This design comes from an exercise in tuning for small area and a short achievable clock period on the open sky130 flow, not from production work.
In this exercise RTL edits were held to simulation tests only and were not proved equivalent to the original.
Power is estimated from default activity; no workload was simulated.

Design ess_rx_codec, start of the top module:
module ess_rx_codec (
    input  wire        clk,
    input  wire        rst,           
    input  wire        rx_valid,
    input  wire [31:0] rx_word,
    output reg         rx_rsp_valid,
    output reg  [31:0] rx_rsp,
    input  wire        cmd_valid,
    input  wire [31:0] cmd_word,
    output reg         cmd_rsp_valid,
    output wire [31:0] cmd_rsp
);
Size in the first run: about 130 I/O pins, about 170000 um2 of cells after synthesis.
Settings: LEC_CHECK=0, CAP_MARGIN=20, CORE_MARGIN=2, CORE_UTILIZATION=45, SLEW_MARGIN=20, TNS_END_PERCENT=10; clock period 10.0 ns.
standard.sh (not shown) runs the stock make flow with config.mk's settings and CLKGATE_MAP_FILE= SYNTH_SCRIPT=/design/flow/synth_recipe.tcl, a recipe that flattens the netlist after the stock synthesis.
==> flow/flow/run.sh <==
#!/bin/bash
# Standard ORFS layout, with repair_timing aiming past the clock period's
# slack, buf_6 port buffers, and a CTS without dummy loads and with larger
# sink clusters.
set -euo pipefail
bash standard.sh \
  SETUP_SLACK_MARGIN=6.0 \
  "BUFFER_PORTS_ARGS=-buffer_cell sky130_fd_sc_hd__buf_6" \
  "CTS_ARGS=-sink_clustering_enable -repair_clock_nets -dont_use_dummy_load -sink_clustering_size 20 -sink_clustering_max_diameter 60" \
  finish > standard_make.log 2>&1
Rerun with:
--- a/flow/flow/run.sh
+++ b/flow/flow/run.sh
@@ -6,3 +6,3 @@
 bash standard.sh \
-  SETUP_SLACK_MARGIN=6.0 \
+  SETUP_SLACK_MARGIN=6.5 \
   "BUFFER_PORTS_ARGS=-buffer_cell sky130_fd_sc_hd__buf_6" \
The changed run went through all stages and came out clean; cell count increases by 0.43%; final area increases by 1.1%; setup slack improved by 190 ps; power increases by 0.36%; routed wire length decreases by 1.2%; register-to-register slack improved by 70 ps; non-clock buffer count increases by 76.

========
## job 6239
Another version of the RTL of ess_rx_codec (not shown whole).
Size: ~11000 cells after synthesis, ~6500 flip-flops, about 130 I/O pins, about 170000 sq um of cells after synthesis.
Settings: LEC_CHECK=0, CAP_MARGIN=20, CORE_MARGIN=2, CORE_UTILIZATION=45, SLEW_MARGIN=20, TNS_END_PERCENT=10; clock period 10.0 ns.
==> flow/flow/run.sh <==
#!/bin/bash
# Standard ORFS layout, with repair_timing aiming past the clock period's
# slack, buf_6 port buffers, and a CTS without dummy loads, with small sink
# clusters driven by clkbuf_8.
set -euo pipefail
bash standard.sh \
  SETUP_SLACK_MARGIN=6.5 \
  "BUFFER_PORTS_ARGS=-buffer_cell sky130_fd_sc_hd__buf_6" \
  "CTS_ARGS=-sink_clustering_enable -repair_clock_nets -dont_use_dummy_load -sink_clustering_size 16 -sink_clustering_max_diameter 45 -buf_list {sky130_fd_sc_hd__clkbuf_8 sky130_fd_sc_hd__clkbuf_16} -root_buf sky130_fd_sc_hd__clkbuf_16 -sink_clustering_buffer sky130_fd_sc_hd__clkbuf_8" \
  finish > standard_make.log 2>&1
## Diff of input files: job 4259 against job 6239
Settings: changing CORE_UTILIZATION from 45 to 58.
==> flow/flow/run.sh <==
#!/bin/bash
# Standard ORFS layout, with repair_timing aiming past the clock period's
# slack, buf_6 port buffers, and a CTS without dummy loads and with larger
# sink clusters.
set -euo pipefail
bash standard.sh \
  SETUP_SLACK_MARGIN=6.5 \
  "BUFFER_PORTS_ARGS=-buffer_cell sky130_fd_sc_hd__buf_6" \
  "CTS_ARGS=-sink_clustering_enable -repair_clock_nets -dont_use_dummy_load -sink_clustering_size 20 -sink_clustering_max_diameter 60" \
  finish > standard_make.log 2>&1
==> run notes <==
Job 4259 closes out successfully: all stages finished, all timing, DRC and antenna checks passed.
Job 6239 reports its classification of the worst setup path as flop to flop while job 4259 reports input port to flop.
[compare] base=job 6239 new=job 4259: non-clock buffer count rose by 23; required time of the critical path fell by 60 ps.
Job 4259 has power above what job 6239 had.
The multi-input combinational area share on job 6239 is in line with that on job 4259.
Looking at timing startpoint of the critical path, the cmd_word[27] result is from job 4259; the ap[5]$_SDFFE_PP0P_ one comes from job 6239.
Sort job 6239 and job 4259 by setup slack desc -> top: job 6239
For job 9277, these inputs were changed with respect to job 4259:
Settings: changing CORE_UTILIZATION from 58 to 45.
--- outcome ---
Taking job 9277 over job 4259, the width of the die ratio works out to 1.13. Against job 4259, number of buffers added for setup after CTS in job 9277 fell by more than a quarter. In job 9277 relative to job 4259, via count of the first global-routing pass had gone up by a few percent. Global-route usage in job 9277 is 6.6 points lower than in job 4259. Sequential share of layout area: job 9277 vs job 4259 down 0.58 points.

========
Setup of rev 12:
ess_rx_codec, a different RTL version from the one above (not shown whole).
For scale: roughly 12000 cells after synthesis, roughly 6500 flip-flops, ~0.17 mm^2 of cells after synthesis.
==> flow/config.mk <==
export PLATFORM = sky130hd
export DESIGN_NAME = ess_rx_codec
export DESIGN_NICKNAME = ess_rx_codec
export VERILOG_FILES = /design/flow/design.v
export SDC_FILE = /design/flow/constraint.sdc
export NUM_CORES = 4
export LEC_CHECK = 0
export CAP_MARGIN = 20
export CORE_MARGIN = 2
export CORE_UTILIZATION = 45
export SLEW_MARGIN = 20
export TNS_END_PERCENT = 10
==> flow/constraint.sdc <==
create_clock -name core_clock -period 10.0 [get_ports {clk}]
set_input_delay 2.0000 -clock core_clock [delete_from_list [all_inputs] [get_ports {clk}]]
set_output_delay 2.0000 -clock core_clock [all_outputs]
set_load 0.01 [all_outputs]
==> flow/flow/run.sh <==
#!/bin/bash
# Standard ORFS layout, with repair_timing aiming past the clock period's
# slack, buf_6 port buffers, and a CTS without dummy loads and with larger
# sink clusters.
set -euo pipefail
bash standard.sh \
  SETUP_SLACK_MARGIN=7.0 \
  "BUFFER_PORTS_ARGS=-buffer_cell sky130_fd_sc_hd__buf_6" \
  "CTS_ARGS=-sink_clustering_enable -repair_clock_nets -dont_use_dummy_load -sink_clustering_size 20 -sink_clustering_max_diameter 60" \
  finish > standard_make.log 2>&1
Rev 12 went all the way through the flow, and no timing, DRC or antenna check failed.
diff inputs: rev 12 => rev 13
--- a/flow/flow/run.sh
+++ b/flow/flow/run.sh
@@ -6,3 +6,3 @@
 bash standard.sh \
-  SETUP_SLACK_MARGIN=7.0 \
+  SETUP_SLACK_MARGIN=6.5 \
   "BUFFER_PORTS_ARGS=-buffer_cell sky130_fd_sc_hd__buf_6" \
Findings:
- Looking at worst endpoint data arrival time, rev 13 sits 0.11 ns below rev 12.
- Rev 13: critical path depth 3 above rev 12
- Higher share of the cycle needed by the critical path after routing was reported by rev 12, not rev 13.
- Between rev 12 and rev 13, the worst hold slack does not differ in any meaningful way.
- Between rev 13 and rev 12, it is rev 13 whose length of routed met3 wiring is lower, by 16%.
- Summary of the comparison: sequential share of layout area is higher in rev 13, relative to rev 12.
- NOTE: antenna cell count in rev 13 exceeds that of rev 12
- The routed wire length per instance was comparable across rev 13 and rev 12.
- Between rev 12 and rev 13, the portion of total power attributed to combinational logic does not differ in any meaningful way.
- Diff rev 12 -> rev 13: non-clock buffer count -14%, synthesized cell count held steady.

[separate check: timing with driven ports]
Ports are ideal in the flow. The routed layouts listed here were re-timed in OpenROAD.
Step 1: set_driving_cell puts a clkbuf_16 on clk and a buf_2 on each other input, an assumption about the parent block.
Step 2 times the ports against the registers' clock, not the clock port: input delays grow and output delays shrink by t, the midpoint of the rising clock arrivals with the driver on.
Slacks: ideal / step 1 / step 2; pairs: ideal / step 1.
| run | shift t [ns] | setup slack, ns | hold slack, ns | worst setup path at the end |
|---|---|---|---|---|
| the first run of note 1 | 1.056 | 5.630 / 5.229 / 4.173 | 0.263 / 0.263 / 0.263 | input to register |
| the second run of note 1 | 1.054 | 5.817 / 5.503 / 4.448 | 0.256 / 0.256 / 0.256 | input to register |
| job 6239 | 1.071 | 6.070 / 5.912 / 4.841 | 0.276 / 0.276 / 0.276 | input to register |
| job 4259 | 1.004 | 5.912 / 5.928 / 4.925 | 0.282 / 0.282 / 0.282 | input to register |
| job 9277 | 1.043 | 6.041 / 5.889 / 4.846 | 0.269 / 0.269 / 0.269 | input to register |
| rev 12 | 1.039 | 5.896 / 5.550 / 4.510 | 0.260 / 0.260 / 0.260 | input to register |
| rev 13 | 1.058 | 5.992 / 5.723 / 4.665 | 0.257 / 0.257 / 0.257 | input to register |
After both steps every run listed still meets setup and hold. The setup slack of the first run of note 1, which loses most, moves by -0.401 ns with the drivers and by -1.457 ns with both steps.
